From an optimization exercise on the open Yosys and OpenROAD flow, aimed at small area, a short achievable clock period and few clock cycles per item; shortcuts taken in it are not production practice. Only simulation tests tie the RTL to the original design; equivalence was not proved. Power figures rest on the tool's default switching activity, not on a simulated workload.

== build 72 ==
## lzw_enc
module lzw_enc (
    input  wire       clk,
    input  wire       rst,
    input  wire       in_valid,
    input  wire [7:0] in_data,
    input  wire       in_last,
    output wire       in_ready,
    output reg        out_valid,
    output reg  [8:0] out_code,
    input  wire       out_ready
);
    localparam integer R = 256;
    localparam integer L = 512;
    localparam integer W = 9;
    localparam integer N = L - R - 1;           
    localparam [1:0] S_RUN   = 2'd0;            
    localparam [1:0] S_FLUSH = 2'd1;            
    localparam [1:0] S_SENT  = 2'd2;            
    reg [W-1:0] dict_prefix [0:N-1];
    reg [7:0]   dict_char   [0:N-1];
    reg         b_v;
    reg  [7:0]  b_d;
    reg         b_l;
    reg  [1:0]  state;
    reg         have_cur;
    reg [W-1:0] cur;
    reg  [7:0]  ncw;                            
    reg         in_rdy;                         
    reg         pw_v;
    reg  [7:0]  pw_idx;
    reg [W-1:0] pw_pre;
    reg  [7:0]  pw_ch;
    reg         sk_v;
    reg [W-1:0] sk_code;
    wire room    = !sk_v;
    wire consume = b_v && (state == S_RUN) && room;
    assign in_ready = in_rdy;
    wire take    = in_valid && in_rdy;
    wire [7:0] nidx = ncw + {7'd0, pw_v};
    wire [N-1:0] match;
    genvar g;
    generate
        for (g = 0; g < N; g = g + 1) begin : g_cam
            assign match[g] = (g < ncw) && dict_prefix[g] == cur && dict_char[g] == b_d;
        end
    endgenerate
    wire pmatch = pw_v && pw_pre == cur && pw_ch == b_d;
    reg  [7:0] hit_lo;
    integer i;
    always @* begin
        hit_lo = pmatch ? pw_idx + 8'd1 : 8'd0;
        for (i = 0; i < N; i = i + 1)
            if (match[i]) hit_lo = hit_lo | (i + 1);
    end
    wire hit = pmatch || (|match);
    reg         push;
    reg [W-1:0] push_code;
    always @* begin
        push      = 1'b0;
        push_code = cur;
        case (state)
            S_RUN:   push = consume && have_cur && !hit;
  ...
Settings: LEC_CHECK=0, CAP_MARGIN=20, CORE_MARGIN=2, CORE_UTILIZATION=40, SLEW_MARGIN=20; clock period 15.0 ns.
standard.sh (not shown) runs the stock make flow with config.mk's settings and CLKGATE_MAP_FILE= SYNTH_SCRIPT=/design/flow/synth_recipe.tcl, a recipe that flattens the netlist after the stock synthesis.
==> flow/flow/run.sh <==
#!/bin/bash
set -euo pipefail
bash standard.sh SETUP_SLACK_MARGIN=10.5 finish > standard_flow.log 2>&1
Completing all stages was not enough for build 72: its layout failed the final checks because of max-slew violations.
Testbench counts of build 72, summed over its fixed seeds: cycles 89,419, items 89,019.
[inputs] build 85 vs build 72
- an added CTS_CLUSTER_DIAMETER of 100
- an added CTS_CLUSTER_SIZE of 20
- an added PLACE_DENSITY of 0.75
- a change of CORE_UTILIZATION from 40 to 60
- a change of SLEW_MARGIN from 20 to 30
- a change of CAP_MARGIN from 20 to 25
==> flow/flow/run.sh <==
#!/bin/bash
set -euo pipefail
bash standard.sh SETUP_SLACK_MARGIN=11.0 finish > standard_flow.log 2>&1
==> notes.md <==
Per the final summary, build 85 finished and its layout is clean on timing, DRC and antenna. Sequential share of layout area in build 85 is 2.9 points higher than in build 72. Build 85: tightest hold margin is 0.015 ns higher than what build 72 reported. Compared build 72 against build 85; non-clock buffer area fraction after layout within noise.
Edits applied to the flow inputs when going from build 85 to build 66:
- CTS_CLUSTER_SIZE: 20 -> 25
- CAP_MARGIN: 25 -> 20
- SLEW_MARGIN: 30 -> 20
==> flow/flow/run.sh <==
#!/bin/bash
set -euo pipefail
bash standard.sh SETUP_SLACK_MARGIN=10.5 finish > standard_flow.log 2>&1
==> notes.md <==
Re clock network fraction of total power: build 66 is 2.1 points down on build 85.
Build 66 ended up with fewer standard cells than build 85.
Clock buffer and inverter area fraction after layout in build 66 is 0.53 points below build 85.
Number of buffers created by CTS, build 66 and build 85: larger value in build 85
Build 66 closes out successfully: all stages finished, all timing, DRC and antenna checks passed.
Build 85 has a higher number of diodes added for antenna fixing than build 66.
Input changes introduced in build 25 (baseline for comparison: build 66):
- swapping 20 for 40 in SLEW_MARGIN
- swapping 20 for 30 in CAP_MARGIN
Findings:
- On part of the power in combinational logic, the lower figure sits with build 66, not build 25.
- Sort build 66 and build 25 by worst path setup slack after routing, ascending, and build 25 comes first.
- Delta (build 25 minus build 66): peak ir drop on the vdd network fell 0.010 mV; final instance area went up 2.2%; via count of the first global-routing pass picked up an extra about 0.8%.

## separate check: timing with driven ports
The flow's constraints put no driver on any port. The routed layouts listed below were extracted and timed again, unchanged, in two steps. Step 1, drivers: a clkbuf_16 drives clk and a buf_2 each remaining input, both assumed. Step 2 adds t to the input delays and takes it off the output delays; t is the mean of the earliest and latest rising clock arrival at the registers after step 1. Input paths then give back, and output paths get back, about the clock's delay inside the block. Slacks: ideal / step 1 / step 2; pairs: ideal / step 1.
run	t, ns	slack for setup (ns)	hold WS [ns]
build 72	1.200	10.283 / 10.283 / 9.491	0.491 / 0.491 / 0.491
build 85	1.086	10.272 / 10.272 / 9.905	0.505 / 0.505 / 0.505
build 66	1.050	10.156 / 10.156 / 10.156	0.492 / 0.492 / 0.492
build 25	1.066	10.073 / 10.073 / 10.073	0.493 / 0.493 / 0.493
The setup slack of build 72, which loses most, moves by 0.000 ns with the drivers and by -0.792 ns with both steps.
